This design comes from an exercise in tuning for small area and few clock cycles on the open sky130 flow, not from production work.
The RTL was checked by simulation tests, not by an equivalence proof against the original design.
Power figures rest on the tool's default switching activity, not on a simulated workload.

==> config.mk <==
export PLATFORM = sky130hd
export DESIGN_NAME = softphy_rx
export DESIGN_NICKNAME = softphy_rx
export VERILOG_FILES = /design/flow/design.v
export SDC_FILE = /design/flow/constraint.sdc
export NUM_CORES = 4
export LEC_CHECK = 0
export CAP_MARGIN = 20
export CORE_MARGIN = 2
export CORE_UTILIZATION = 40
export SLEW_MARGIN = 20
==> constraint.sdc <==
create_clock -name core_clock -period 12.0 [get_ports {clk}]
set_input_delay 2.4000 -clock core_clock [delete_from_list [all_inputs] [get_ports {clk}]]
set_output_delay 2.4000 -clock core_clock [all_outputs]
set_load 0.01 [all_outputs]
==> design.v <==
module softphy_rx (
    input             clk,
    input             rst,           
    input      [1:0]  cfg_coding,    
    input      [11:0] cfg_leadin,
    input      [15:0] cfg_pollbud,
    input      [31:0] cfg_rxtmo,
    input      [15:0] cfg_th_short,
    input      [15:0] cfg_th_long,
    input      [15:0] cfg_th_viol,
    input      [15:0] cfg_th_short_t,
    input      [15:0] cfg_th_long_t,
    input      [15:0] cfg_th_viol_t,
    input             start,
    output            busy,
    output reg        done,
    input             s_valid,
    output            s_ready,
    input             s_end,         
    input      [31:0] s_time,
    input             s_level,
    output reg [2:0]  rx_stat,
    output reg [9:0]  rx_count,
    output reg [14:0] rx_npulse,
    output reg [14:0] rx_synth,
    input      [3:0]  win_addr,
    output     [31:0] win_data
);
    localparam [2:0] ST_OK       = 3'd0,
                     ST_NORESP   = 3'd1,
                     ST_PREAMBLE = 3'd2,
                     ST_STOPBIT  = 3'd3,
                     ST_PROTOCOL = 3'd5;
    localparam [2:0] S_IDLE  = 3'd0,
                     S_FIRST = 3'd1,    
                     S_WAIT  = 3'd2,    
                     S_RUN   = 3'd3,    
                     S_PEND  = 3'd4;    
    reg [2:0]   state;
    reg [511:0] rxbits;
    reg         lvl;          
    reg [31:0]  t_ref;        
    reg [15:0]  e_prev;       
    reg         lead_bad;
    reg [14:0]  hp;           
    reg [3:0]   pos;          
    reg [9:0]   nb;           
    reg         a_lvl;        
    reg         cur_bit;      
    reg         last_bit;     
    reg         pend_bit;     
    wire m1 = (cfg_coding == 2'd0);
    reg [3:0] m_lo;           
    always @(*) begin
        case (cfg_coding)
            2'd0:    m_lo = 4'd0;
            2'd1:    m_lo = 4'd1;
            2'd2:    m_lo = 4'd3;
            default: m_lo = 4'd7;
        endcase
    end
    wire [3:0] m_hi   = m_lo + 4'd1;                
    wire [3:0] m_last = {m_lo[2:0], 1'b1};          
    wire in_leadin = ({3'd0, rx_npulse} < {6'd0, cfg_leadin});
    wire [14:0] np1 = rx_npulse + 15'd1;
    wire in_leadin1 = ({3'd0, np1} < {6'd0, cfg_leadin});
    wire mand = m1 ? (pos == 4'd1) : ((pos != m_lo) && (pos != m_last));
    wire tight = in_leadin || mand;
    wire [15:0] th_s = tight ? cfg_th_short_t : cfg_th_short;
    wire [15:0] th_l = tight ? cfg_th_long_t  : cfg_th_long;
    wire [15:0] th_v = tight ? cfg_th_viol_t  : cfg_th_viol;
    wire [31:0] diff    = s_time - t_ref;           
    wire        overrun = (diff[31:16] != 16'd0) || (diff[15:0] > cfg_pollbud);
    wire [17:0] esum    = {2'd0, e_prev} + {1'b0, diff[16:0]};
    wire        e_hi    = (diff[31:17] != 15'd0) || esum[17];
    wire        d_big   = overrun ? e_hi : (e_hi || esum[16]);
    wire [15:0] d       = overrun ? esum[16:1] : esum[15:0];
    wire lt_s = d < th_s;
    wire lt_l = d < th_l;
    wire lt_v = d < th_v;
    wire c_end = d_big || !(lt_s || lt_l || lt_v);    
    wire e_end = d_big || !lt_v;                      
    wire [1:0] n_a = (lt_s ? 2'd1 : (lt_l ? 2'd2 : 2'd3));  
    wire edge_ev = overrun || (s_level != lvl);     
    wire syn     = overrun && (s_level == lvl);     
    wire [15:0] hp_a  = {1'b0, hp} + {14'd0, n_a};
    wire [15:0] hp_b  = hp_a + 16'd1;
    wire        ovf_a = hp_a > 16'd16384;
    wire        ovf_b = syn && hp_b > 16'd16384;
    wire a_data = !in_leadin;
    wire b_data = syn && !in_leadin1;
    wire [3:0] act = {b_data, a_data && n_a == 2'd3, a_data && n_a[1], a_data};
    reg [3:0] p;
    reg       al, cb, x;
    reg [1:0] ncomp;
    reg       v1, v2;
    integer i;
    always @(*) begin
        p = pos; al = a_lvl; cb = cur_bit; ncomp = 2'd0; v1 = 1'b0; v2 = 1'b0;
        for (i = 0; i < 4; i = i + 1) begin
            x = (i == 3) ? !lvl : lvl;
            if (act[i]) begin
                if (p == m_lo) al = x;
                if (p == m_hi) cb = (x == al);
                if (p == m_last) begin
                    p = 4'd0;
                    if (ncomp == 2'd0) v1 = cb; else v2 = cb;
                    ncomp = ncomp + 2'd1;
                end else begin
                    p = p + 4'd1;
                end
            end
        end
    end
    wire take    = s_valid && (state == S_FIRST || state == S_WAIT || state == S_RUN);
    wire run_b   = take && (state == S_RUN) && !s_end;
    wire stop_rn = take && (state == S_RUN) &&
                   (s_end || (edge_ev ? (c_end || ovf_a) : e_end));
    wire rec_a   = run_b && edge_ev && !c_end && !ovf_a;
    wire rec_b   = rec_a && syn && !ovf_b;
    wire stop    = stop_rn || (rec_a && ovf_b) ||
                   (take && (state == S_FIRST) && s_end) ||
                   (take && (state == S_WAIT) && (s_end || diff > cfg_rxtmo));
    wire nb_hi = nb > 10'd513;
    wire nb_lo = nb < 10'd9;
    reg [2:0] stat;
    always @(*) begin
        if (state != S_RUN)                  stat = ST_NORESP;
        else if (rec_a || edge_ev && ovf_a && !s_end && !c_end)
                                             stat = ST_PROTOCOL;   
        else if (in_leadin || lead_bad)      stat = ST_PREAMBLE;
        else if (nb_hi)                      stat = ST_PROTOCOL;
        else if (nb_lo)                      stat = ST_NORESP;
        else if (!last_bit)                  stat = ST_STOPBIT;
        else                                 stat = ST_OK;
    end
    wire       wr_now = (state == S_PEND) || (rec_a && ncomp != 2'd0);
    wire       wr_val = (state == S_PEND) ? pend_bit : v1;
    wire       wr_en  = wr_now && !nb[9];
    wire [3:0] rd_sel = busy ? nb[8:5] : win_addr;
    wire [31:0] rd_word = rxbits[{rd_sel, 5'd0} +: 32];
    reg  [31:0] wr_word;
    always @(*) begin
        wr_word = rd_word;
        wr_word[nb[4:0]] = wr_val;
    end
    integer w;
    always @(posedge clk) begin
        for (w = 0; w < 16; w = w + 1)
            if (wr_en && nb[8:5] == w[3:0])
                rxbits[32*w +: 32] <= wr_word;
    end
    genvar g;
    generate
        for (g = 0; g < 32; g = g + 1) begin : g_win
            assign win_data[31 - g] = rd_word[g] && ({1'b0, win_addr, g[4:0]} < rx_count);
        end
    endgenerate
    assign busy    = (state != S_IDLE);
    assign s_ready = (state == S_FIRST) || (state == S_WAIT) || (state == S_RUN);
    always @(posedge clk) begin
        if (rst) begin
            state     <= S_IDLE;
            done      <= 1'b0;
            rx_stat   <= ST_OK;
            rx_count  <= 10'd0;
            rx_npulse <= 15'd0;
            rx_synth  <= 15'd0;
        end else begin
            done <= 1'b0;
            if (take) t_ref <= s_time;
            if (wr_now && nb != 10'h3ff) nb <= nb + 10'd1;
            case (state)
                S_IDLE: begin
                    if (start) begin
                        rx_npulse <= 15'd0;
                        rx_synth  <= 15'd0;
                        lead_bad  <= 1'b0;
                        hp        <= 15'd0;
                        pos       <= 4'd0;
                        nb        <= 10'd0;
                        state     <= S_FIRST;
                    end
                end
                S_FIRST: begin
                    if (take) begin
                        lvl <= s_level;
                        if (!s_end) state <= S_WAIT;
                    end
                end
                S_WAIT: begin
                    if (take) begin
                        t_ref <= s_time;
                        if (s_level != lvl) begin
                            lvl    <= s_level;
                            e_prev <= 16'd0;
                            state  <= S_RUN;
                        end else begin
                            t_ref <= t_ref;
                        end
                    end
                end
                S_RUN: begin
                    if (run_b)
                        e_prev <= rec_a ? 16'd0 : esum[15:0];
                    if (rec_a) begin
                        lvl       <= s_level;
                        hp        <= rec_b ? hp_b[14:0] : hp_a[14:0];
                        rx_npulse <= rec_b ? np1 + 15'd1 : np1;
                        if (rec_b) rx_synth <= rx_synth + 15'd1;
                        if (in_leadin && n_a != 2'd1) lead_bad <= 1'b1;
                        pos     <= p;
                        a_lvl   <= al;
                        cur_bit <= cb;
                        if (ncomp != 2'd0) last_bit <= (ncomp == 2'd2) ? v2 : v1;
                        pend_bit <= v2;
                        if (ncomp == 2'd2 && !stop) state <= S_PEND;
                    end
                end
                S_PEND: state <= S_RUN;
                default: state <= S_IDLE;
            endcase
            if (stop) begin
                state   <= S_IDLE;
                done    <= 1'b1;
                rx_stat <= stat;
                rx_count <= (stat == ST_OK) ? nb - 10'd1 : 10'd0;
            end
        end
    end
endmodule
==> run.sh <==
#!/bin/bash
# synth_recipe.tcl (not shown) runs the flow's synth.tcl, then flattens the netlist and writes it again
# the make line also repeats each setting of config.mk as NAME=value (left out here)
make -C /OpenROAD-flow-scripts/flow DESIGN_CONFIG=/design/flow/config.mk WORK_HOME=/design/flow/orfs CLKGATE_MAP_FILE= SYNTH_SCRIPT=/design/flow/synth_recipe.tcl finish
==> impl_metrics.yaml, run 1 <==
die:
  core_region_area_um2: 88400
  initial_util_pct: 40.3
  row_count: 109
  die-height_um: 303
  io_pins: 278
  die_width_um: 303
  fp.dieArea_um2: 91500
clock_tree:
  clock_insertion_delay_worst_skew_ns: 0.64
  cts_sinks: 642
  cts_root_buf: "sky130_fd_sc_hd__clkbuf_16"
  cts_tree: "done"
  clk_pin_slew_worst_paths_ns: 0.06
  cts-buffers-inserted: 73
  ctsLongestPathBuffers: 3
  h_tree_depth: 3
logic_synthesis:
  synth_cells: 2921
  postSynthNetCount: 3313
  synthArstFlopShare_pct: 0
  area_of_the_mapped_netlist_um2: 35700
  synth_area_per_cell_um2: 12.2
  yosysSeqAreaShare_pct: 52.7
  yosys_warnings: 1
  synth_seq_cells: 642
  synthFlopType: "sky130_fd_sc_hd__edfxtp_1"
  synth-edff-count: 595
  synth.distinct_cells: 115
run_status:
  outcome: "no timing/DRC/antenna violations"
detailed_routing:
  ant_nets: 0
  drt_iter0_drc: 2128
  avgRoutedWirePerCell_um: 22.6
  detail_route.wirelength_um: 108000
  route.detailed.vias_per_inst: 5.64
  num_vias: 27100
  drt_pass1_iterations: 7
  remaining_drc_errors: 0
timing:
  timing.clock.skew_ns: 0.0466
  slew_headroom_pct: 29.8
  finalSetupViolations: 0
  hold_viol: 0
  report.final.slew_viol_count: 0
  period_utilization_pct: 98.8
  final.min_clock_period_ns: 11.85
  rsz0062_at_grt: "true"
  max_freq_mhz: 84.4
  max_slew.worst_pin.slew_ns: 1.05
power_and_ir_drop:
  ir_drop_uv: 146
  power_leakage_nw: 17.5
  power-per-cell-area_nw_per_um2: 137
grt:
  initial_antenna_violation_count: 4
  grt_max_degree: 66
  grt_first_pass_wirelength_um: 161000
  global_route.overflow_total: 0
  via_count_of_the_first_global_routing_pass: 27200
  groute.usage.overall_pct: 23.0
finish:
  fill_cells: 7512
  area.growth.synth_to_final_pct: 30.3
  final_core_util_pct: 52.6
  final_nets: 3979
  final_layout_size_suffix_gt1_share_pct: 24.2
  finish.instance_area_um2: 46500
place:
  placement.cell_area_um2: 43100
  post-dp-hpwl_um: 76300
  io_buffers: 277
  place.gp.congestion: 0.919
hold_path:
  min-delay-path-class: "reg2reg"
worst_setup_path:
  end_kind: "register"
  worst-endpoint-required_ns: 12.54
  cp_slowest_stage_delay_ns: 0.56
  critPathKind: "in2reg"
  timing.critical_path.slowest_stage_cell: "sky130_fd_sc_hd__or4_4"
  timing.critical_path.from_type: "input port"
  critPathArrivalTime_ns: 12.39
  critical_path.max_fanout: 6
job:
  max_cap_violations: 0
synthesized netlist by cell type (51+ instances only):
| cell type | count | area share (%) |
|---|---|---|
| sky130_fd_sc_hd__inv_1 | 154 | 1.6 |
| sky130_fd_sc_hd__nand2_1 | 291 | 3.1 |
| sky130_fd_sc_hd__o21ai_0 | 124 | 1.7 |
| sky130_fd_sc_hd__xnor2_1 | 66 | 1.6 |
| sky130_fd_sc_hd__edfxtp_1 | 595 | 50 |
| sky130_fd_sc_hd__and2_1 | 51 | 0.89 |
| sky130_fd_sc_hd__clkbuf_1 | 61 | 0.64 |
| sky130_fd_sc_hd__ha_1 | 189 | 6.6 |
| sky130_fd_sc_hd__a21oi_1 | 125 | 1.8 |
| sky130_fd_sc_hd__nor2_1 | 176 | 1.9 |
| sky130_fd_sc_hd__mux4_2 | 128 | 8.1 |
| sky130_fd_sc_hd__nand3_1 | 73 | 1.0 |
| sky130_fd_sc_hd__mux2i_1 | 73 | 2.0 |
cells by family after synthesis:
logic type	after synthesis	share of synthesized area, %
simple gates	881	12.2
flops	642	52.7
fa+ha+maj	192	6.80
buf+inv	273	3.37
xor+xnor	116	2.87
compound gates	597	11.3
mux	220	10.7
routing by layer:
metal	up-vias	track usage [%]	routed length, µm	part of all wire [%]
met1	13400	30.4	45500	42
li1	12600	-	-	-
met5	-	0	27	0.025
met2	963	39.2	52500	48
met4	4	6.44	2950	2.7
met3	172	3.96	7450	6.9
critical path: cells and delay by family:
family          cells  cell delay, ns
compound gates     15            2.31
xor+xnor            3            0.36
fa+ha+maj           5            1.36
buf+inv             7            0.81
mux                 1            0.36
simple gates       18            4.79
worst paths after layout:
path	startpoint	to	slack [ns]	cells after the start
worst max-delay path	s_time[7]	rx_synth[5]	0.15	49
worst min-delay path	rx_synth[14]	rx_synth[14]	0.52	2
worst max register to register	register	rx_synth[5]	1.56	51
worst min register to register	rx_synth[14]	rx_synth[14]	0.52	2
flip-flops by register name, summed over array words and instances (netlist names), 3 cells and up, named ones only:
name,cells
nb,10
pos,4
rx_synth,15
rx_npulse,15
e_prev,16
rx_count,10
state,3
hp,15
rxbits,512
rx_stat,3
report_power, final:
part           internal [mW]  switching [mW]
combinational          0.707           0.826
sequential              2.57          0.0166
clock                   1.30           0.923
layout by cell type (no fill, tap or decap), types with 21 or more instances in the layout:
cell type / n
sky130_fd_sc_hd__buf_12: 34
sky130_fd_sc_hd__nand2_1: 286
sky130_fd_sc_hd__nand3_1: 69
sky130_fd_sc_hd__nor3_1: 41
sky130_fd_sc_hd__inv_1: 150
sky130_fd_sc_hd__mux4_2: 128
sky130_fd_sc_hd__clkdlybuf4s50_1: 263
sky130_fd_sc_hd__nor2b_1: 21
sky130_fd_sc_hd__o21ai_0: 111
sky130_fd_sc_hd__o31ai_1: 46
sky130_fd_sc_hd__xor2_1: 45
sky130_fd_sc_hd__ha_1: 170
sky130_fd_sc_hd__mux2i_1: 69
sky130_fd_sc_hd__xnor2_1: 60
sky130_fd_sc_hd__clkbuf_16: 74
sky130_fd_sc_hd__nand4_1: 37
sky130_fd_sc_hd__a21oi_1: 109
sky130_fd_sc_hd__nand2b_1: 24
sky130_fd_sc_hd__edfxtp_1: 595
sky130_fd_sc_hd__and2_1: 51
sky130_fd_sc_hd__a211oi_1: 41
sky130_fd_sc_hd__a31oi_1: 48
sky130_fd_sc_hd__buf_4: 382
sky130_fd_sc_hd__nor2_1: 164
sky130_fd_sc_hd__clkbuf_1: 22
sky130_fd_sc_hd__and3_1: 45
sky130_fd_sc_hd__dfxtp_1: 47
sky130_fd_sc_hd__a21oi_2: 23
sky130_fd_sc_hd__a21o_1: 38
cell type report:
type / count / area, µm² / area share, %
sequential: 642 / 18800 / 40.5
antenna: 1 / 2.50 / 0.00539
tap: 1165 / 1460 / 3.14
multi-input combinational: 2006 / 16700 / 35.9
clock buffer: 97 / 1940 / 4.17
inverter: 156 / 593 / 1.28
timing repair buffer: 708 / 6510 / 14.0
clock inverter: 33 / 462 / 0.994
through the flow:
stage | power (mW) | setup TNS (ns) | setup WS (ns) | instances | hold WS (ns)
global route | 6.61 | -5.20 | -0.337 | 4808 | 0.535
finish | 6.34 | 0 | 0.147 | 4808 | 0.522
CTS | 6.33 | 0 | 0.00201 | 4779 | 0.526
global placement | 4.07 | -408.74 | -0.869 | 4644 | 0.494
floorplan | 3.44 | -59.97 | -0.334 | 2921 | 0.494
detailed placement | 4.09 | -569.15 | -1.09 | 4645 | 0.509
repair_timing:
item | in CTS | in global routing
pin swaps | 13 | 56
hold buffers | 0 | 0
cloned | 0 | 1
endpoints found under the setup margin | 539 | 582
gates resized for setup | 18 | 135
setup buffers | 4 | 27
Testbench counts, summed over its fixed seeds: cycles 4,003,738.
==> run 2: changes to the inputs <==
--- a/design.v
+++ b/design.v
@@ -41,9 +41,11 @@
     reg         lvl;          
     reg [31:0]  t_ref;        
-    reg [15:0]  e_prev;       
+    reg [17:0]  t_edge;       
     reg         lead_bad;
     reg [14:0]  hp;           
     reg [3:0]   pos;          
     reg [9:0]   nb;           
+    reg         wq;           
+    reg         wq_val;
     reg         a_lvl;        
     reg         cur_bit;      
@@ -72,20 +74,23 @@
     wire [31:0] diff    = s_time - t_ref;           
     wire        overrun = (diff[31:16] != 16'd0) || (diff[15:0] > cfg_pollbud);
-    wire [17:0] esum    = {2'd0, e_prev} + {1'b0, diff[16:0]};
-    wire        e_hi    = (diff[31:17] != 15'd0) || esum[17];
-    wire        d_big   = overrun ? e_hi : (e_hi || esum[16]);
-    wire [15:0] d       = overrun ? esum[16:1] : esum[15:0];
-    wire lt_s = d < th_s;
-    wire lt_l = d < th_l;
-    wire lt_v = d < th_v;
-    wire c_end = d_big || !(lt_s || lt_l || lt_v);    
-    wire e_end = d_big || !lt_v;                      
+    wire [17:0] el      = s_time[17:0] - t_edge;    
+    wire        e_hi    = (diff[31:17] != 15'd0) || el[17];
+    wire big0 = e_hi || el[16];
+    wire lt_s = overrun ? !e_hi && (el[16:1] < th_s) : !big0 && (el[15:0] < th_s);
+    wire lt_l = overrun ? !e_hi && (el[16:1] < th_l) : !big0 && (el[15:0] < th_l);
+    wire lt_v = overrun ? !e_hi && (el[16:1] < th_v) : !big0 && (el[15:0] < th_v);
+    wire c_end = !(lt_s || lt_l || lt_v);             
+    wire e_end = !lt_v;                               
     wire [1:0] n_a = (lt_s ? 2'd1 : (lt_l ? 2'd2 : 2'd3));  
     wire edge_ev = overrun || (s_level != lvl);     
     wire syn     = overrun && (s_level == lvl);     
-    wire [15:0] hp_a  = {1'b0, hp} + {14'd0, n_a};
-    wire [15:0] hp_b  = hp_a + 16'd1;
-    wire        ovf_a = hp_a > 16'd16384;
-    wire        ovf_b = syn && hp_b > 16'd16384;
+    wire        hp_k1 = hp[14];
+    wire        hp_k2 = hp_k1 || (hp[13:0] == 14'h3fff);
+    wire        hp_k3 = hp_k2 || (hp[13:0] == 14'h3ffe);
+    wire        hp_k4 = hp_k3 || (hp[13:0] == 14'h3ffd);
+    wire        ovf_a = lt_s ? hp_k1 : (lt_l ? hp_k2 : hp_k3);
+    wire        ovf_b = syn && (lt_s ? hp_k2 : (lt_l ? hp_k3 : hp_k4));
+    wire [2:0]  hp_n  = {1'b0, n_a} + {2'd0, syn};
+    wire [14:0] hp_nx = hp + {12'd0, hp_n};
     wire a_data = !in_leadin;
     wire b_data = syn && !in_leadin1;
@@ -122,6 +127,7 @@
                    (take && (state == S_FIRST) && s_end) ||
                    (take && (state == S_WAIT) && (s_end || diff > cfg_rxtmo));
-    wire nb_hi = nb > 10'd513;
-    wire nb_lo = nb < 10'd9;
+    wire nb_hi = wq ? (nb > 10'd512) : (nb > 10'd513);
+    wire nb_lo = wq ? (nb < 10'd8) : (nb < 10'd9);
+    wire [9:0] cnt = wq ? nb : nb - 10'd1;
     reg [2:0] stat;
     always @(*) begin
@@ -135,7 +141,6 @@
         else                                 stat = ST_OK;
     end
-    wire       wr_now = (state == S_PEND) || (rec_a && ncomp != 2'd0);
-    wire       wr_val = (state == S_PEND) ? pend_bit : v1;
-    wire       wr_en  = wr_now && !nb[9];
+    wire       wr_en  = wq && !nb[9];
+    wire       wr_val = wq_val;
     wire [3:0] rd_sel = busy ? nb[8:5] : win_addr;
     wire [31:0] rd_word = rxbits[{rd_sel, 5'd0} +: 32];
@@ -151,8 +156,16 @@
                 rxbits[32*w +: 32] <= wr_word;
     end
+    wire        w_all = rx_count[9] || (win_addr < rx_count[8:5]);
+    wire        w_eq  = (win_addr == rx_count[8:5]);
+    reg  [31:0] w_mask;
+    integer j;
+    always @(*) begin
+        for (j = 0; j < 32; j = j + 1)
+            w_mask[j] = w_all || (w_eq && (j[4:0] < rx_count[4:0]));
+    end
     genvar g;
     generate
         for (g = 0; g < 32; g = g + 1) begin : g_win
-            assign win_data[31 - g] = rd_word[g] && ({1'b0, win_addr, g[4:0]} < rx_count);
+            assign win_data[31 - g] = rd_word[g] && w_mask[g];
         end
     endgenerate
@@ -170,5 +183,6 @@
             done <= 1'b0;
             if (take) t_ref <= s_time;
-            if (wr_now && nb != 10'h3ff) nb <= nb + 10'd1;
+            if (wq && nb != 10'h3ff) nb <= nb + 10'd1;
+            wq <= 1'b0;
             case (state)
                 S_IDLE: begin
@@ -180,4 +194,5 @@
                         pos       <= 4'd0;
                         nb        <= 10'd0;
+                        wq        <= 1'b0;
                         state     <= S_FIRST;
                     end
@@ -194,5 +209,5 @@
                         if (s_level != lvl) begin
                             lvl    <= s_level;
-                            e_prev <= 16'd0;
+                            t_edge <= s_time[17:0];
                             state  <= S_RUN;
                         end else begin
@@ -202,9 +217,8 @@
                 end
                 S_RUN: begin
-                    if (run_b)
-                        e_prev <= rec_a ? 16'd0 : esum[15:0];
                     if (rec_a) begin
                         lvl       <= s_level;
-                        hp        <= rec_b ? hp_b[14:0] : hp_a[14:0];
+                        t_edge    <= s_time[17:0];
+                        hp        <= hp_nx;
                         rx_npulse <= rec_b ? np1 + 15'd1 : np1;
                         if (rec_b) rx_synth <= rx_synth + 15'd1;
@@ -214,9 +228,15 @@
                         cur_bit <= cb;
                         if (ncomp != 2'd0) last_bit <= (ncomp == 2'd2) ? v2 : v1;
+                        wq       <= (ncomp != 2'd0);
+                        wq_val   <= v1;
                         pend_bit <= v2;
                         if (ncomp == 2'd2 && !stop) state <= S_PEND;
                     end
                 end
-                S_PEND: state <= S_RUN;
+                S_PEND: begin
+                    wq     <= 1'b1;
+                    wq_val <= pend_bit;
+                    state  <= S_RUN;
+                end
                 default: state <= S_IDLE;
             endcase
@@ -225,5 +245,6 @@
                 done    <= 1'b1;
                 rx_stat <= stat;
-                rx_count <= (stat == ST_OK) ? nb - 10'd1 : 10'd0;
+                rx_count <= (stat == ST_OK) ? cnt : 10'd0;
+                wq       <= 1'b0;
             end
         end
==> run 2 against run 1 <==
  * Die area grew 2.2%
  * Power grew 15%
  * Critical path type unchanged
  * Count of clock-buffer cells in the layout shrank 16
  * Still clean on timing, DRC and antenna
  * Final cell count shrank 6.5%
  * Critical endpoint is now last_bit
  * Sequential share of layout area grew 3.3 points
  * Worst setup slack gained 1.6 ns
==> impl_metrics.yaml, run 2 <==
clock_tree:
  ctsLongestPathBuffers: 3
  clk_pin_slew_worst_paths_ns: 0.06
  cts_tree: "done"
  post_cts_hold_buffer_count: 0
  clock_insertion_delay_worst_skew_ns: 0.64
  cts.repair.resized: 0
  cts_sinks: 646
  h_tree_depth: 3
  cts.repair_timing.setup_buffer_count: 0
  cts-buffers-inserted: 68
  cts_root_buf: "sky130_fd_sc_hd__clkbuf_16"
timing:
  fin_setup_tns_ns: 0
  report.final.slew_viol_count: 0
  timing.clock.skew_ns: 0.0294
  final.min_clock_period_ns: 10.29
  max_slew.worst_pin.slew_ns: 1.08
  slew_headroom_pct: 27.8
  rsz0062_at_grt: "false"
  period_utilization_pct: 85.8
  max_freq_mhz: 97.2
  finalSetupViolations: 0
  hold_viol: 0
finish:
  biggestRegsByFlops: "rxbits (512), t_edge (18)"
  finish.cell_count_without_fillers: 4496
  finish.instance_area_um2: 43200
  regMostFlops: "rxbits"
  final_cell_mix: "sky130_fd_sc_hd__edfxtp_1, sky130_fd_sc_hd__clkdlybuf4s50_1, sky130_fd_sc_hd__nand2_1"
  mostFrequentLayoutCell: "sky130_fd_sc_hd__edfxtp_1"
  final_layout_size_suffix_gt1_share_pct: 12.1
  area.growth.synth_to_final_pct: 18.6
  largest_register_ff_count: 512
  final_nets: 3693
grt:
  globalRouteMet1Util_pct: 29.8
  grt_max_degree: 129
  gr-usage-met3_pct: 2.62
  groute.usage.overall_pct: 21.8
  global_route.overflow_total: 0
  via_count_of_the_first_global_routing_pass: 25600
  global_route.peak_usage_layer: "met2"
  met2_usage_pct: 37.0
  grt_first_pass_wirelength_um: 157000
  initial_antenna_violation_count: 7
worst_setup_path:
  cp_slowest_stage_delay_ns: 0.71
  crit_start: "s_time[1]"
  critical_path.max_fanout: 15
  critPathKind: "in2reg"
  timing.critical_path.slowest_stage_cell: "sky130_fd_sc_hd__o2111ai_2"
  path_delay_family: "simple AND/OR/NAND/NOR gates"
  critPathArrivalTime_ns: 10.70
  timing.critical_path.from_type: "input port"
  cp.buffers_inverters: 1
  crit_path_frequent_cell: "sky130_fd_sc_hd__ha_1"
  end_kind: "register"
  worst-endpoint-required_ns: 12.41
detailed_routing:
  drt_iter0_drc: 1955
  remaining_drc_errors: 0
  drt_pass1_iterations: 5
  route.detailed.vias_per_inst: 5.77
  avgRoutedWirePerCell_um: 23.0
  ant_nets: 0
  num_vias: 25900
  detail_route.wirelength_um: 104000
hold_path:
  holdCritStartpoint: "rx_stat[0]"
  min-delay-path-class: "reg2reg"
die:
  initial_util_pct: 40.5
  die_width_um: 306
  die-height_um: 306
  core_region_area_um2: 90100
  fp.dieArea_um2: 93600
  row_count: 110
  io_pins: 278
place:
  place.detailed.instances: 4368
  place.gp.congestion: 0.948
  post-dp-hpwl_um: 71100
  io_buffers: 277
  placement.cell_area_um2: 40800
logic_synthesis:
  synth.most_common_cell: "sky130_fd_sc_hd__edfxtp_1"
  cell_type_contributing_the_most_total_cell_area_after_synthesis: "sky130_fd_sc_hd__edfxtp_1"
  synth_seq_cells: 646
  synth_common_cells: "sky130_fd_sc_hd__edfxtp_1, sky130_fd_sc_hd__nand2_1, sky130_fd_sc_hd__ha_1"
  synthArstFlopShare_pct: 0
  postSynthNetCount: 3411
  yosys.area.top_type_share_pct: 49.3
  dominant_cells_by_area_after_synthesis: "sky130_fd_sc_hd__edfxtp_1, sky130_fd_sc_hd__mux4_2, sky130_fd_sc_hd__ha_1, sky130_fd_sc_hd__dfxtp_1, sky130_fd_sc_hd__nand2_1"
  synthFlopType: "sky130_fd_sc_hd__edfxtp_1"
  synth_area_per_cell_um2: 12.2
  yosysSeqAreaShare_pct: 51.9
  synth_cells: 2982
  yosys_warnings: 1
  synth.distinct_cells: 112
  synth-edff-count: 599
  area_of_the_mapped_netlist_um2: 36500
power_and_ir_drop:
  ir_drop_uv: 144
  power_leakage_nw: 15.2
  power-per-cell-area_nw_per_um2: 168
run_status:
  outcome: "no timing/DRC/antenna violations"
job:
  max_cap_violations: 0
==> run 2: changes by cell type after synthesis, sizes merged, moves of 13 or more <==
| cell | previous run | this run |
|---|---|---|
| nor3 | 53 | 40 |
| ha | 189 | 225 |
| clkbuf | 71 | 84 |
| and3 | 51 | 32 |
| o21a | 18 | 39 |
| a21o | 41 | 57 |
| and2 | 55 | 69 |
| nand2 | 292 | 241 |
| nand4 | 38 | 60 |
| o31ai | 50 | 14 |
==> run 2: worst paths after layout <==
path           endpoint  slack, ns  cells past startpoint
max            last_bit       1.71                     28
min reg2reg  rx_stat[0]       0.47                      2
min          rx_stat[0]       0.47                      2
max reg2reg    last_bit       3.66                     28
==> run 2: cell families after synthesis <==
logic type               after synthesis  share of synthesized area, %
XOR/XNOR                             108                          2.63
AO/OA/AOI/OAI                        664                          12.4
flip-flops                           646                          51.9
AND/OR/NAND/NOR                      831                          11.5
buffers and inverters                287                          3.10
adder cells (fa/ha/maj)              233                          8.05
multiplexers                         213                          10.4
==> run 2: worst min-delay path, delay by kind of cell, from the launching register on <==
family / cells / cell delay (ns)
compound gates: 1 / 0.05
simple gates: 1 / 0.06
flops: 1 / 0.31
==> run 2: power by group <==
part / leakage [nW] / internal (mW) / switching (mW)
combinational: 8.29 / 0.807 / 1.32
sequential: 5.80 / 2.88 / 0.0547
clock: 1.15 / 1.29 / 0.929
total: 15.2 / 4.97 / 2.31
==> run 2: layout make-up <==
class	count	area, µm²
Multi-Input combinational cell	2049	16600
Clock inverter	44	607
Fill cell	8023	46900
Sequential cell	646	18900
Antenna cell	1	2.50
Timing Repair Buffer	336	3240
Inverter	163	612
Clock buffer	81	1760
Tap cell	1176	1470
==> run 2: metrics by stage <==
stage	worst slack (ns)	utilization (%)	power (mW)	hold slack, ns
2_1_floorplan	2.47	-	4.31	0.476
3_3_place_gp	1.47	45.3	5.08	0.459
3_5_place_dp	1.24	45.3	5.09	0.459
4_1_cts	1.88	47.9	7.32	0.476
5_1_grt	1.08	48.0	7.62	0.512
6_report	1.71	48.0	7.28	0.470
==> run 2: routing by layer <==
layer	wire length [µm]	up-vias
li1	-	12100
met1	45100	12800
met2	50200	869
met3	6080	128
met4	2140	4
met5	36	-
Testbench counts of run 2, summed over its fixed seeds: cycles 4,003,738.
==> run 3: changes to the inputs <==
--- a/design.v
+++ b/design.v
@@ -36,7 +36,10 @@
                      S_WAIT  = 3'd2,    
                      S_RUN   = 3'd3,    
-                     S_PEND  = 3'd4;    
+                     S_DRAIN = 3'd4;    
+    localparam integer NINS = 1;
+    localparam integer ISTEP = 16 / NINS;
     reg [2:0]   state;
-    reg [511:0] rxbits;
+    reg [511:0] ring;         
+    reg [3:0]   ph;
     reg         lvl;          
     reg [31:0]  t_ref;        
@@ -45,11 +48,30 @@
     reg [14:0]  hp;           
     reg [3:0]   pos;          
-    reg [9:0]   nb;           
-    reg         wq;           
-    reg         wq_val;
+    reg [9:0]   wp;           
+    reg [2:0]   qn;           
+    reg [3:0]   qv;           
     reg         a_lvl;        
     reg         cur_bit;      
     reg         last_bit;     
-    reg         pend_bit;     
+    function automatic lt16(input [15:0] a, input [15:0] b);
+        integer k;
+        reg r;
+        begin
+            r = 1'b0;
+            for (k = 0; k < 16; k = k + 1)
+                r = (~a[k] & b[k]) | (~a[k] & r) | (b[k] & r);
+            lt16 = r;
+        end
+    endfunction
+    function automatic lt32(input [31:0] a, input [31:0] b);
+        integer k;
+        reg r;
+        begin
+            r = 1'b0;
+            for (k = 0; k < 32; k = k + 1)
+                r = (~a[k] & b[k]) | (~a[k] & r) | (b[k] & r);
+            lt32 = r;
+        end
+    endfunction
     wire m1 = (cfg_coding == 2'd0);
     reg [3:0] m_lo;           
@@ -73,11 +95,11 @@
     wire [15:0] th_v = tight ? cfg_th_viol_t  : cfg_th_viol;
     wire [31:0] diff    = s_time - t_ref;           
-    wire        overrun = (diff[31:16] != 16'd0) || (diff[15:0] > cfg_pollbud);
+    wire        overrun = (diff[31:16] != 16'd0) || lt16(cfg_pollbud, diff[15:0]);
     wire [17:0] el      = s_time[17:0] - t_edge;    
     wire        e_hi    = (diff[31:17] != 15'd0) || el[17];
     wire big0 = e_hi || el[16];
-    wire lt_s = overrun ? !e_hi && (el[16:1] < th_s) : !big0 && (el[15:0] < th_s);
-    wire lt_l = overrun ? !e_hi && (el[16:1] < th_l) : !big0 && (el[15:0] < th_l);
-    wire lt_v = overrun ? !e_hi && (el[16:1] < th_v) : !big0 && (el[15:0] < th_v);
+    wire lt_s = overrun ? !e_hi && lt16(el[16:1], th_s) : !big0 && lt16(el[15:0], th_s);
+    wire lt_l = overrun ? !e_hi && lt16(el[16:1], th_l) : !big0 && lt16(el[15:0], th_l);
+    wire lt_v = overrun ? !e_hi && lt16(el[16:1], th_v) : !big0 && lt16(el[15:0], th_v);
     wire c_end = !(lt_s || lt_l || lt_v);             
     wire e_end = !lt_v;                               
@@ -118,5 +140,5 @@
         end
     end
-    wire take    = s_valid && (state == S_FIRST || state == S_WAIT || state == S_RUN);
+    wire take    = s_valid && s_ready;
     wire run_b   = take && (state == S_RUN) && !s_end;
     wire stop_rn = take && (state == S_RUN) &&
@@ -126,8 +148,9 @@
     wire stop    = stop_rn || (rec_a && ovf_b) ||
                    (take && (state == S_FIRST) && s_end) ||
-                   (take && (state == S_WAIT) && (s_end || diff > cfg_rxtmo));
-    wire nb_hi = wq ? (nb > 10'd512) : (nb > 10'd513);
-    wire nb_lo = wq ? (nb < 10'd8) : (nb < 10'd9);
-    wire [9:0] cnt = wq ? nb : nb - 10'd1;
+                   (take && (state == S_WAIT) && (s_end || lt32(cfg_rxtmo, diff)));
+    wire [10:0] nbt  = {1'b0, wp} + {8'd0, qn};
+    wire nb_hi = nbt > 11'd513;
+    wire nb_lo = nbt < 11'd9;
+    wire [9:0] cnt = nbt[9:0] - 10'd1;
     reg [2:0] stat;
     always @(*) begin
@@ -141,18 +164,48 @@
         else                                 stat = ST_OK;
     end
-    wire       wr_en  = wq && !nb[9];
-    wire       wr_val = wq_val;
-    wire [3:0] rd_sel = busy ? nb[8:5] : win_addr;
-    wire [31:0] rd_word = rxbits[{rd_sel, 5'd0} +: 32];
-    reg  [31:0] wr_word;
-    always @(*) begin
-        wr_word = rd_word;
-        wr_word[nb[4:0]] = wr_val;
-    end
-    integer w;
-    always @(posedge clk) begin
-        for (w = 0; w < 16; w = w + 1)
-            if (wr_en && nb[8:5] == w[3:0])
-                rxbits[32*w +: 32] <= wr_word;
+    wire [3:0] ins_pl = wp[8:5] + wp[3:0] - ph - 4'd1;    
+    wire       ins_ok = (ins_pl % ISTEP) == 0;
+    wire       wr     = (qn != 3'd0) && (wp[9] || ins_ok);
+    wire       wr_en  = wr && !wp[9];
+    genvar gj, gp;
+    generate
+        for (gj = 0; gj < 32; gj = gj + 1) begin : g_ring
+            for (gp = 0; gp < 16; gp = gp + 1) begin : g_place
+                if (gp % ISTEP == 0) begin : g_ins
+                    always @(posedge clk)
+                        ring[16*gj + gp] <= (wr_en && wp[4:0] == gj && ins_pl == gp) ?
+                                            qv[0] : ring[16*gj + (gp + 1) % 16];
+                end else begin : g_rot
+                    always @(posedge clk)
+                        ring[16*gj + gp] <= ring[16*gj + (gp + 1) % 16];
+                end
+            end
+        end
+    endgenerate
+    wire [2:0] qn_s = qn - {2'd0, wr};
+    reg  [3:0] qv_nx;
+    reg  [2:0] qn_nx;
+    always @(*) begin
+        qv_nx = wr ? {1'b0, qv[3:1]} : qv;
+        qn_nx = qn_s;
+        if (rec_a && ncomp != 2'd0) begin
+            qv_nx[qn_s[1:0]] = v1;
+            qn_nx = qn_s + 3'd1;
+            if (ncomp == 2'd2) begin
+                qv_nx[qn_s[1:0] + 2'd1] = v2;
+                qn_nx = qn_s + 3'd2;
+            end
+        end
+    end
+    wire [3:0]  rd_pl = win_addr - ph;
+    reg  [31:0] rd_word;
+    reg  [15:0] rd_turn;
+    integer r, q;
+    always @(*) begin
+        for (r = 0; r < 32; r = r + 1) begin
+            for (q = 0; q < 16; q = q + 1)
+                rd_turn[q] = ring[16*r + (q + r) % 16];
+            rd_word[r] = rd_turn[rd_pl];
+        end
     end
     wire        w_all = rx_count[9] || (win_addr < rx_count[8:5]);
@@ -171,5 +224,6 @@
     endgenerate
     assign busy    = (state != S_IDLE);
-    assign s_ready = (state == S_FIRST) || (state == S_WAIT) || (state == S_RUN);
+    assign s_ready = ((state == S_FIRST) || (state == S_WAIT) || (state == S_RUN)) &&
+                     (qn <= 3'd2);
     always @(posedge clk) begin
         if (rst) begin
@@ -180,9 +234,12 @@
             rx_npulse <= 15'd0;
             rx_synth  <= 15'd0;
+            ph        <= 4'd0;
         end else begin
+            ph <= ph + 4'd1;
             done <= 1'b0;
             if (take) t_ref <= s_time;
-            if (wq && nb != 10'h3ff) nb <= nb + 10'd1;
-            wq <= 1'b0;
+            if (wr && wp != 10'h3ff) wp <= wp + 10'd1;
+            qv <= qv_nx;
+            qn <= qn_nx;
             case (state)
                 S_IDLE: begin
@@ -193,6 +250,6 @@
                         hp        <= 15'd0;
                         pos       <= 4'd0;
-                        nb        <= 10'd0;
-                        wq        <= 1'b0;
+                        wp        <= 10'd0;
+                        qn        <= 3'd0;
                         state     <= S_FIRST;
                     end
@@ -228,23 +285,25 @@
                         cur_bit <= cb;
                         if (ncomp != 2'd0) last_bit <= (ncomp == 2'd2) ? v2 : v1;
-                        wq       <= (ncomp != 2'd0);
-                        wq_val   <= v1;
-                        pend_bit <= v2;
-                        if (ncomp == 2'd2 && !stop) state <= S_PEND;
-                    end
-                end
-                S_PEND: begin
-                    wq     <= 1'b1;
-                    wq_val <= pend_bit;
-                    state  <= S_RUN;
+                    end
+                end
+                S_DRAIN: begin
+                    if (qn_s <= 3'd1) begin
+                        state <= S_IDLE;
+                        done  <= 1'b1;
+                        qn    <= 3'd0;
+                    end
                 end
                 default: state <= S_IDLE;
             endcase
             if (stop) begin
-                state   <= S_IDLE;
-                done    <= 1'b1;
-                rx_stat <= stat;
+                rx_stat  <= stat;
                 rx_count <= (stat == ST_OK) ? cnt : 10'd0;
-                wq       <= 1'b0;
+                if (stat == ST_OK && qn_s > 3'd1) begin
+                    state <= S_DRAIN;
+                end else begin
+                    state <= S_IDLE;
+                    done  <= 1'b1;
+                    qn    <= 3'd0;
+                end
             end
         end
--- a/config.mk
+++ b/config.mk
@@ -9,3 +9,4 @@
 export CORE_MARGIN = 2
 export CORE_UTILIZATION = 40
+export CTS_BUF_LIST = sky130_fd_sc_hd__clkbuf_8
 export SLEW_MARGIN = 20
==> run 3 against run 2 <==
  * Fmax fell by 3.5%
  * Synthesized area fell by 15%
  * Clock skew rose by 0.036 ns
  * Die area fell by 15%
  * Critical path type unchanged
  * Power fell by 29%
  * Sequential cell count rose by 8
  * Largest cell class is now multi-input gates
  * Global-route usage fell by 0.22 points
  * Sequential share of layout area fell by 6.1 points
  * Highest routed layer unchanged
  * Non-clock buffer count fell by 31
  * Still clean
==> impl_metrics.yaml, run 3 <==
run_status:
  outcome: "no timing/DRC/antenna violations"
power_and_ir_drop:
  power_leakage_nw: 14.1
  share_comb_of_total_power_pct: 16.8
  power.switching_fraction_pct: 27.9
  seq_power_share_pct: 44.4
  cell_internal_pwr_mw: 3.70
  clock_power_share_pct: 38.8
  ir_drop_uv: 147
  netSwitchingPower_mw: 1.43
  power-per-cell-area_nw_per_um2: 138
logic_synthesis:
  synth_common_cells: "sky130_fd_sc_hd__dfxtp_1, sky130_fd_sc_hd__nor2_1, sky130_fd_sc_hd__nand2_1"
  dominant_cells_by_area_after_synthesis: "sky130_fd_sc_hd__dfxtp_1, sky130_fd_sc_hd__mux4_2, sky130_fd_sc_hd__edfxtp_1, sky130_fd_sc_hd__ha_1, sky130_fd_sc_hd__nor2_1"
  synth_cells: 2920
  synth_area_per_cell_um2: 10.6
  area_of_the_mapped_netlist_um2: 31100
  synthFlopType: "sky130_fd_sc_hd__dfxtp_1"
  yosysSeqAreaShare_pct: 45.0
  yosys.area.top_type_share_pct: 36.3
  synth_seq_cells: 654
  synth-edff-count: 91
  synth.distinct_cells: 126
  cell_type_contributing_the_most_total_cell_area_after_synthesis: "sky130_fd_sc_hd__dfxtp_1"
  synth.most_common_cell: "sky130_fd_sc_hd__dfxtp_1"
  yosys_warnings: 1
  synthArstFlopShare_pct: 0
  postSynthNetCount: 3241
finish:
  area.growth.synth_to_final_pct: 19.4
  final_nets: 3525
  regMostFlops: "ring"
  biggestRegsByFlops: "ring (512), t_edge (18)"
  mostFrequentLayoutCell: "sky130_fd_sc_hd__dfxtp_1"
  finish.cell_count_without_fillers: 4333
  final_layout_size_suffix_gt1_share_pct: 14.2
  largest_register_ff_count: 512
  final_cell_mix: "sky130_fd_sc_hd__dfxtp_1, sky130_fd_sc_hd__clkdlybuf4s50_1, sky130_fd_sc_hd__nor2_1"
timing:
  final.min_clock_period_ns: 10.66
  max_freq_mhz: 93.8
  fin_setup_tns_ns: 0
  report.final.slew_viol_count: 0
  period_utilization_pct: 88.8
  timing.clock.skew_ns: 0.0658
  slew_headroom_pct: 34.7
  rsz0062_at_grt: "false"
  hold_viol: 0
  max_slew.worst_pin.slew_ns: 0.973
  finalSetupViolations: 0
detailed_routing:
  drt_pass1_iterations: 6
  drt_iter0_drc: 1462
  ant_nets: 0
  route.detailed.vias_per_inst: 5.51
  avgRoutedWirePerCell_um: 20.1
  detail_route.wirelength_um: 87200
  remaining_drc_errors: 0
  num_vias: 23900
place:
  post-dp-hpwl_um: 63600
  place.detailed.instances: 4135
  io_buffers: 277
  place.gp.congestion: 0.921
clock_tree:
  cts-buffers-inserted: 107
  clk_pin_slew_worst_paths_ns: 0.06
  cts_sinks: 654
  post_cts_hold_buffer_count: 0
  h_tree_depth: 3
  cts_tree: "done"
  cts.repair.resized: 0
  cts_root_buf: "sky130_fd_sc_hd__clkbuf_8"
  cts.repair_timing.setup_buffer_count: 0
  ctsLongestPathBuffers: 3
  clock_insertion_delay_worst_skew_ns: 0.71
die:
  io_pins: 278
  die-height_um: 283
  core_region_area_um2: 77200
  initial_util_pct: 40.3
  die_width_um: 283
  row_count: 102
  fp.dieArea_um2: 80000
hold_path:
  holdCritStartpoint: "ring[240]"
  timing.hold.worst_endpoint: "ring[255]"
  min-delay-path-class: "reg2reg"
  min_delay_path_depth: 0
worst_setup_path:
  critPathKind: "in2reg"
  critPathArrivalTime_ns: 11.11
  worst-endpoint-required_ns: 12.45
  crit_start: "s_time[0]"
  critical_path.max_fanout: 11
  timing.critical_path.from_type: "input port"
  cp_slowest_stage_delay_ns: 0.66
  end_kind: "register"
  worstReg2RegEnd: "qv[0]"
  rrSetupSlack_ns: 3.26
  worst_reg2reg_path_depth: 24
  timing.critical_path.slowest_stage_cell: "sky130_fd_sc_hd__o22ai_1"
grt:
  initial_antenna_violation_count: 7
  groute.usage.overall_pct: 21.6
  grt_first_pass_wirelength_um: 136000
  via_count_of_the_first_global_routing_pass: 24200
  grt_max_degree: 61
  global_route.overflow_total: 0
job:
  max_cap_violations: 0
## run 3: changes by cell type in the layout (fill, tap and decap cells not counted), moves of 30 or more
cell	previous run	this run
sky130_fd_sc_hd__dfxtp_1	47	563
sky130_fd_sc_hd__edfxtp_1	599	91
sky130_fd_sc_hd__clkbuf_8	1	135
sky130_fd_sc_hd__ha_1	225	110
sky130_fd_sc_hd__clkbuf_16	68	0
sky130_fd_sc_hd__nor2_1	160	225
sky130_fd_sc_hd__and2_1	66	24
sky130_fd_sc_hd__nand2_1	237	195
sky130_fd_sc_hd__nand4_1	60	24
sky130_fd_sc_hd__buf_4	57	27
## run 3: worst max-delay path by stage
| stage | end | slack, ns |
|---|---|---|
| finish | qv[0] | 1.34 |
| global route | qv[3] | 0.62 |
| CTS | qv[3] | 1.50 |
| detailed placement | qv[3] | 0.74 |
| global placement | qv[3] | 1.09 |
| floorplan | qv[3] | 2.96 |
## run 3: kinds of logic after synthesis
kind of cell	count (synthesis)	synth area share (%)
AO/OA/AOI/OAI	629	14.0
AND/OR/NAND/NOR	796	12.7
buffers and inverters	273	3.71
multiplexers	260	14.0
adder cells (fa/ha/maj)	162	6.49
flip-flops	654	45.0
XOR/XNOR	146	4.11
## run 3: per-stage QoR
step                cell area, µm²  setup WS [ns]  power [mW]  util (%)  hold WS, ns
finish                       37100           1.34        5.14      48.1        0.320
floorplan                    31100           2.96        2.91         -        0.326
global placement             34800           1.09        3.17      45.1        0.330
CTS                          37100           1.50        5.19      48.1        0.312
detailed placement           34800          0.745        3.18      45.1        0.332
global route                 37100          0.620        5.37      48.1        0.315
## run 3: area by class of cell
| class | instances | area (µm²) |
|---|---|---|
| Antenna cell | 4 | 10.0 |
| Clock buffer | 135 | 1860 |
| Clock inverter | 59 | 405 |
| Fill cell | 7073 | 40100 |
| Inverter | 143 | 537 |
| Multi-Input combinational cell | 1993 | 16000 |
| Sequential cell | 654 | 14000 |
| Tap cell | 1040 | 1300 |
| Timing Repair Buffer | 305 | 3000 |
## run 3: layer usage
metal,share of wire (%),vias to the layer above,global-route usage (%)
li1,-,11300,-
met4,2.8,6,7.23
met1,44,11700,27.8
met3,4.9,151,3.62
met2,48,649,36.9
met5,0.038,-,0
## run 3: power by group through the flow
stage	sequential (mW)	combinational (mW)	clock, mW
2_1_floorplan	2.31	0.594	0
6_report	2.28	0.865	1.99
4_1_cts	2.28	0.864	2.05
5_1_grt	2.28	0.944	2.14
3_5_place_dp	2.33	0.859	0
3_3_place_gp	2.32	0.849	0
## run 3: critical path: cells and delay by family
family | cells | cell delay (ns)
compound gates | 13 | 4.51
buf+inv | 2 | 0.57
fa+ha+maj | 3 | 0.89
simple gates | 6 | 1.87
mux | 2 | 0.82
Testbench counts of run 3, summed over its fixed seeds: cycles 4,003,738.
==> run 4: changes to the inputs <==
--- a/config.mk
+++ b/config.mk
@@ -9,4 +9,3 @@
 export CORE_MARGIN = 2
 export CORE_UTILIZATION = 40
-export CTS_BUF_LIST = sky130_fd_sc_hd__clkbuf_8
 export SLEW_MARGIN = 20
==> run 4 against run 3 <==
  * First-iteration DRC count is 0.82% lower
  * Routed wire length down 0.18%
  * Clock power grew 11%
  * Count of clock-buffer cells in the layout fell by 36
  * Non-clock buffer count unchanged
  * Global-route usage hardly changed
  * Largest power group unchanged
  * Highest routed layer unchanged
==> impl_metrics.yaml, run 4 <==
clock_tree:
  cts-buffers-inserted: 70
  cts_root_buf: "sky130_fd_sc_hd__clkbuf_16"
  cts_tree: "done"
  cts.repair.resized: 0
  clock_insertion_delay_worst_skew_ns: 0.62
  ctsLongestPathBuffers: 3
  cts_sinks: 654
  post_cts_hold_buffer_count: 0
  clk_pin_slew_worst_paths_ns: 0.06
  cts.repair_timing.setup_buffer_count: 0
  h_tree_depth: 3
die:
  die_width_um: 283
  initial_util_pct: 40.3
  fp.dieArea_um2: 80000
  die-height_um: 283
  io_pins: 278
  core_region_area_um2: 77200
  row_count: 102
grt:
  gr-usage-met3_pct: 3.24
  grt_max_degree: 61
  grt_first_pass_wirelength_um: 136000
  via_count_of_the_first_global_routing_pass: 24000
  globalRouteMet1Util_pct: 27.8
  global_route.overflow_total: 0
  met2_usage_pct: 37.0
  groute.usage.overall_pct: 21.6
  global_route.peak_usage_layer: "met2"
  initial_antenna_violation_count: 6
finish:
  seqCellArea_um2: 14000
  final_cell_mix: "sky130_fd_sc_hd__dfxtp_1, sky130_fd_sc_hd__clkdlybuf4s50_1, sky130_fd_sc_hd__nor2_1"
  final_core_util_pct: 48.3
  regMostFlops: "ring"
  final_nets: 3488
  mostFrequentLayoutCell: "sky130_fd_sc_hd__dfxtp_1"
  largest_register_ff_count: 512
  multiInputGateArea_um2: 16000
  fill_cells: 7025
  biggestRegsByFlops: "ring (512), t_edge (18)"
  area.growth.synth_to_final_pct: 19.9
  finish.instance_area_um2: 37300
  final_layout_size_suffix_gt1_share_pct: 13.4
power_and_ir_drop:
  power-per-cell-area_nw_per_um2: 144
  power.total_mw: 5.35
  power_leakage_nw: 14.0
  ir_drop_uv: 122
timing:
  max_slew.worst_pin.slew_ns: 0.978
  period_utilization_pct: 89.9
  rsz0062_at_grt: "false"
  finalSetupViolations: 0
  fin_setup_tns_ns: 0
  worst_slack_ns: 1.21
  timing.clock.skew_ns: 0.0548
  slew_headroom_pct: 34.4
  final.min_clock_period_ns: 10.79
  max_freq_mhz: 92.7
  report.final.slew_viol_count: 0
  hold_viol: 0
logic_synthesis:
  cell_type_contributing_the_most_total_cell_area_after_synthesis: "sky130_fd_sc_hd__dfxtp_1"
  yosys.area.top_type_share_pct: 36.3
  area_of_the_mapped_netlist_um2: 31100
  synth_seq_cells: 654
  postSynthNetCount: 3241
  yosysSeqAreaShare_pct: 45.0
  synth.most_common_cell: "sky130_fd_sc_hd__dfxtp_1"
  synth_cells: 2920
  yosys_warnings: 1
  synthArstFlopShare_pct: 0
  synth.distinct_cells: 126
  synth-edff-count: 91
  synthFlopType: "sky130_fd_sc_hd__dfxtp_1"
  synth_area_per_cell_um2: 10.6
  dominant_cells_by_area_after_synthesis: "sky130_fd_sc_hd__dfxtp_1, sky130_fd_sc_hd__mux4_2, sky130_fd_sc_hd__edfxtp_1, sky130_fd_sc_hd__ha_1, sky130_fd_sc_hd__nor2_1"
  synth_common_cells: "sky130_fd_sc_hd__dfxtp_1, sky130_fd_sc_hd__nor2_1, sky130_fd_sc_hd__nand2_1"
worst_setup_path:
  cp_slowest_stage_delay_ns: 0.66
  worst-endpoint-required_ns: 12.48
  timing.critical_path.from_type: "input port"
  timing.critical_path.slowest_stage_cell: "sky130_fd_sc_hd__o22ai_1"
  critPathArrivalTime_ns: 11.27
  critical_path.max_fanout: 11
  end_kind: "register"
  critPathKind: "in2reg"
detailed_routing:
  ant_nets: 0
  num_vias: 23600
  drt_pass1_iterations: 5
  avgRoutedWirePerCell_um: 20.4
  detail_route.wirelength_um: 87100
  drt_iter0_drc: 1450
  remaining_drc_errors: 0
  route.detailed.vias_per_inst: 5.54
hold_path:
  min-delay-path-class: "reg2reg"
place:
  io_buffers: 277
  place_worst_setup_slack_ns: 0.745
  post-dp-hpwl_um: 63600
  placement.cell_area_um2: 34800
  place.gp.congestion: 0.921
run_status:
  outcome: "no timing/DRC/antenna violations"
job:
  max_cap_violations: 0
## run 4: final timing paths
kind	slack, ns	startpoint	to	cells after the start
max	1.21	s_time[0]	qv[3]	27
min	0.31	ring[171]	ring[170]	0
max reg2reg	3.19	register	qv[3]	25
min reg2reg	0.31	ring[171]	ring[170]	0
## run 4: stage by stage
step                      hold WS, ns  instances
after floorplan                 0.326       2920
after global placement          0.330       4135
after detailed placement        0.332       4135
after CTS                       0.311       4262
after global routing            0.331       4265
final                           0.314       4265
## run 4: report_power, final
part | leakage [nW] | switching, mW | internal [mW]
Sequential | 5.38 | 0.0286 | 2.25
Clock | 1.18 | 0.924 | 1.28
Combinational | 7.45 | 0.498 | 0.366
## run 4: final cells by class
type / count / share of cell area [%]
Timing Repair Buffer: 305 / 8.04
Clock inverter: 28 / 0.923
Inverter: 143 / 1.44
Clock buffer: 99 / 5.51
Sequential cell: 654 / 37.6
Antenna cell: 3 / 0.0201
Multi-Input combinational cell: 1993 / 43.0
Tap cell: 1040 / 3.49
## run 4: critical path: cells and delay by family
kind            cells  cell delay, ns
fa+ha+maj           3            0.89
buf+inv             2            0.57
simple gates        6            1.89
mux                 2            0.81
compound gates     14            4.68
## run 4: cells by family after synthesis
group	synth area share [%]
DFF	45.0
and+or+nand+nor	12.7
adders and majority gates	6.49
muxes	14.0
AOI/OAI and AO/OA	14.0
xor gates and xnor gates	4.11
buffers and inverters	3.71
## run 4: per-layer routing
layer	routed length, µm	up-vias	part of all wire, %
li1	-	11300	-
met1	38000	11600	44
met2	41800	664	48
met3	4680	130	5.4
met4	2530	6	2.9
met5	28	-	0.032
==> run 5: changes to the inputs <==
==> flow/run.sh (new file) <==
#!/bin/bash
# The standard layout, with small port buffers and a clock tree of small
# buffers without dummy loads. Each tool's output is kept in the ORFS logs;
# make's own output goes to flow.log.
set -euo pipefail
export BUFFER_PORTS_ARGS="-buffer_cell sky130_fd_sc_hd__buf_1"
export CTS_ARGS="-sink_clustering_enable -repair_clock_nets -dont_use_dummy_load -buf_list {sky130_fd_sc_hd__clkbuf_4 sky130_fd_sc_hd__clkbuf_8}"
bash standard.sh > flow.log 2>&1
==> standard.sh (new file) <==
#!/bin/bash
# synth_recipe.tcl (not shown) runs the flow's synth.tcl, then flattens the netlist and writes it again
# the make line also repeats each setting of config.mk as NAME=value (left out here)
make -C /OpenROAD-flow-scripts/flow DESIGN_CONFIG=/design/flow/config.mk WORK_HOME=/design/flow/orfs CLKGATE_MAP_FILE= SYNTH_SCRIPT=/design/flow/synth_recipe.tcl "${@:-finish}"
removed: run.sh
==> run 5 against run 4 <==
  * Still clean
  * Count of clock-buffer cells in the layout is 7 higher
  * Sequential power about the same
  * Sequential share of layout area increased by 2.9 points
  * Worst hold slack got worse by 0.036 ns
  * Critical path type unchanged
  * Largest power group unchanged
==> impl_metrics.yaml, run 5 <==
logic_synthesis:
  dominant_cells_by_area_after_synthesis: "sky130_fd_sc_hd__dfxtp_1, sky130_fd_sc_hd__mux4_2, sky130_fd_sc_hd__edfxtp_1, sky130_fd_sc_hd__ha_1, sky130_fd_sc_hd__nor2_1"
  synth-edff-count: 91
  yosysSeqAreaShare_pct: 45.0
  synthFlopType: "sky130_fd_sc_hd__dfxtp_1"
  yosys.area.top_type_share_pct: 36.3
  synth_seq_cells: 654
  synth.distinct_cells: 126
  synth_common_cells: "sky130_fd_sc_hd__dfxtp_1, sky130_fd_sc_hd__nor2_1, sky130_fd_sc_hd__nand2_1"
  synth_cells: 2920
  cell_type_contributing_the_most_total_cell_area_after_synthesis: "sky130_fd_sc_hd__dfxtp_1"
  yosys_warnings: 1
  area_of_the_mapped_netlist_um2: 31100
  synth.most_common_cell: "sky130_fd_sc_hd__dfxtp_1"
  synth_area_per_cell_um2: 10.6
  postSynthNetCount: 3241
  synthArstFlopShare_pct: 0
detailed_routing:
  remaining_drc_errors: 0
  route.detailed.vias_per_inst: 5.45
  ant_nets: 0
  drt_pass1_iterations: 5
  avgRoutedWirePerCell_um: 18.9
  drt_iter0_drc: 1317
  detail_route.wirelength_um: 80200
  num_vias: 23100
power_and_ir_drop:
  power.switching_fraction_pct: 27.8
  netSwitchingPower_mw: 1.29
  clock_power_share_pct: 33.5
  power_leakage_nw: 12.9
  ir_drop_uv: 112
  share_comb_of_total_power_pct: 17.2
  power-per-cell-area_nw_per_um2: 134
  seq_power_share_pct: 49.3
  cell_internal_pwr_mw: 3.34
worst_setup_path:
  critPathKind: "in2reg"
  critical_path.max_fanout: 25
  critPathArrivalTime_ns: 10.71
  worst-endpoint-required_ns: 12.50
  timing.critical_path.from_type: "input port"
  end_kind: "register"
clock_tree:
  cts.repair_timing.setup_buffer_count: 0
  cts_tree: "done"
  clk_pin_slew_worst_paths_ns: 0.06
  cts_root_buf: "sky130_fd_sc_hd__clkbuf_8"
  clock_insertion_delay_worst_skew_ns: 0.73
  cts-buffers-inserted: 106
  cts.repair.resized: 0
  ctsLongestPathBuffers: 3
  h_tree_depth: 3
  post_cts_hold_buffer_count: 0
  cts_sinks: 654
timing:
  rsz0062_at_grt: "false"
  worst_slack_ns: 1.79
  max_freq_mhz: 98.0
  finalSetupViolations: 0
  report.final.slew_viol_count: 0
  fin_setup_tns_ns: 0
  timing.clock.skew_ns: 0.129
  slew_headroom_pct: 34.2
  hold_viol: 0
  final.min_clock_period_ns: 10.21
  period_utilization_pct: 85.1
  max_slew.worst_pin.slew_ns: 0.986
place:
  io_buffers: 277
  place_worst_setup_slack_ns: 1.27
  place.detailed.instances: 4133
  place.gp.congestion: 0.937
  post-dp-hpwl_um: 57700
hold_path:
  min-delay-path-class: "reg2reg"
grt:
  grt_max_degree: 93
  global_route.overflow_total: 0
  via_count_of_the_first_global_routing_pass: 22300
  groute.usage.overall_pct: 19.7
  grt_first_pass_wirelength_um: 125000
  initial_antenna_violation_count: 10
die:
  core_region_area_um2: 77200
  io_pins: 278
  die_width_um: 283
  initial_util_pct: 40.3
  row_count: 102
  fp.dieArea_um2: 80000
  die-height_um: 283
finish:
  mostFrequentLayoutCell: "sky130_fd_sc_hd__dfxtp_1"
  final_layout_size_suffix_gt1_share_pct: 13.2
  largest_register_ff_count: 512
  final_nets: 3522
  final_cell_mix: "sky130_fd_sc_hd__dfxtp_1, sky130_fd_sc_hd__buf_1, sky130_fd_sc_hd__nor2_1"
  finish.cell_count_without_fillers: 4246
  regMostFlops: "ring"
  biggestRegsByFlops: "ring (512), t_edge (18)"
  area.growth.synth_to_final_pct: 11.2
run_status:
  outcome: "no timing/DRC/antenna violations"
job:
  max_cap_violations: 0
## run 5: cell counts after synthesis
Identical to the previous run, type by type.
## run 5: cell families (layout without fill, tap and decap cells)
kind of cell	Yosys count	after routing	synth area share [%]
mux	260	260	14.0
buf+inv	273	552	3.71
other cells	0	7	0
xor+xnor	146	146	4.11
flops	654	654	45.0
fa+ha+maj	162	162	6.49
simple gates	796	796	12.7
compound gates	629	629	14.0
## run 5: worst max-delay path, stage by stage
cell and delay, ns:
sky130_fd_sc_hd__buf_1 0.57, sky130_fd_sc_hd__nor2_2 0.23, sky130_fd_sc_hd__a32oi_1 0.49, sky130_fd_sc_hd__and2_1 0.75
sky130_fd_sc_hd__nor2_4 0.22, sky130_fd_sc_hd__buf_4 0.34, sky130_fd_sc_hd__o31ai_1 0.36, sky130_fd_sc_hd__o32ai_1 0.16
sky130_fd_sc_hd__a211oi_1 0.36, sky130_fd_sc_hd__o311ai_0 0.21, sky130_fd_sc_hd__a21oi_1 0.20, sky130_fd_sc_hd__mux2i_2 0.15
sky130_fd_sc_hd__o21ai_2 0.34, sky130_fd_sc_hd__mux2_2 0.45, sky130_fd_sc_hd__ha_1 0.26, sky130_fd_sc_hd__nor3b_2 0.17
sky130_fd_sc_hd__o21a_1 0.19, sky130_fd_sc_hd__o22ai_1 0.63, sky130_fd_sc_hd__o2111ai_2 0.25, sky130_fd_sc_hd__a31oi_2 0.50
sky130_fd_sc_hd__mux2_4 0.37, sky130_fd_sc_hd__nor2_1 0.40, sky130_fd_sc_hd__nand2_1 0.16, sky130_fd_sc_hd__a2111oi_0 0.37
sky130_fd_sc_hd__a211o_1 0.15
## run 5: metal layers
| metal | track usage [%] | share of wire (%) |
|---|---|---|
| met1 | 26.4 | 46 |
| met4 | 6.25 | 2.5 |
| met5 | 0 | 0.070 |
| met3 | 3.83 | 5.5 |
| met2 | 32.2 | 46 |
## run 5: final timing paths
kind            startpoint         to  slack (ns)  depth (start not counted)
min reg2reg      ring[480]  ring[495]        0.28                          0
max reg2reg         pos[1]      qv[3]        3.16                         26
min              ring[480]  ring[495]        0.28                          0
max          cfg_coding[0]      qv[3]        1.79                         25
## run 5: through the flow
| step | util, % | hold slack, ns | power (mW) | cell area, µm² |
|---|---|---|---|---|
| 3_5_place_dp | 42.9 | 0.331 | 3.12 | 33100 |
| 3_3_place_gp | 42.9 | 0.327 | 3.12 | 33100 |
| 5_1_grt | 44.8 | 0.283 | 4.86 | 34600 |
| 4_1_cts | 44.8 | 0.270 | 4.69 | 34600 |
| 6_report | 44.8 | 0.278 | 4.63 | 34600 |
| 2_1_floorplan | - | 0.326 | 2.91 | 31100 |
## run 5: power by group through the flow
stage               Sequential, mW  Combinational, mW  Clock (mW)
floorplan                     2.31              0.594           0
finish                        2.28              0.798        1.55
global route                  2.28              0.880        1.69
detailed placement            2.33              0.793           0
global placement              2.33              0.795           0
CTS                           2.28              0.799        1.61
## run 5: layout make-up
cell class	instances	area, µm²
fill	7392	42600
multi-input combinational	1993	16000
sequential	654	14000
clock buffer	106	1460
tap	1040	1300
timing repair buffer	303	1250
inverter	143	537
antenna	7	17.5

port drivers added, routing unchanged:
The results above use ideal ports. As a check the final layouts listed here were re-extracted and re-timed, cells and wires unchanged.
Step 1 sets driving cells, clkbuf_16 on the clock port and buf_2 on the other inputs (assumed; they add their load-dependent delay and slew).
Step 2 times the ports against the registers' clock, not the clock port: input delays grow and output delays shrink by t, the midpoint of the rising clock arrivals with the driver on.
a / b / c = ideal / step 1 / step 2; a / b = the first two.
| run | shift t [ns] | setup WS [ns] | clock arrival spread, ns | worst data-port slew with drivers (ns) | cell pins on the clock port's net |
|---|---|---|---|---|---|
| run 1 | 0.674 | 0.147 / 0.175 / -0.500 | 0.047 / 0.047 | 0.12 | 1 |
| run 2 | 0.682 | 1.709 / 1.746 / 1.064 | 0.035 / 0.035 | 0.11 | 1 |
| run 3 | 0.744 | 1.339 / 1.367 / 0.623 | 0.069 / 0.068 | 0.15 | 1 |
| run 4 | 0.657 | 1.209 / 1.241 / 0.583 | 0.056 / 0.055 | 0.16 | 1 |
| run 5 | 0.724 | 1.792 / 1.826 / 1.102 | 0.134 / 0.134 | 0.13 | 1 |
Met with ideal ports but missed after step 2: setup timing in run 1. For run 3, which loses most, drivers alone change the setup slack by +0.028 ns; drivers and shift together by -0.716 ns.
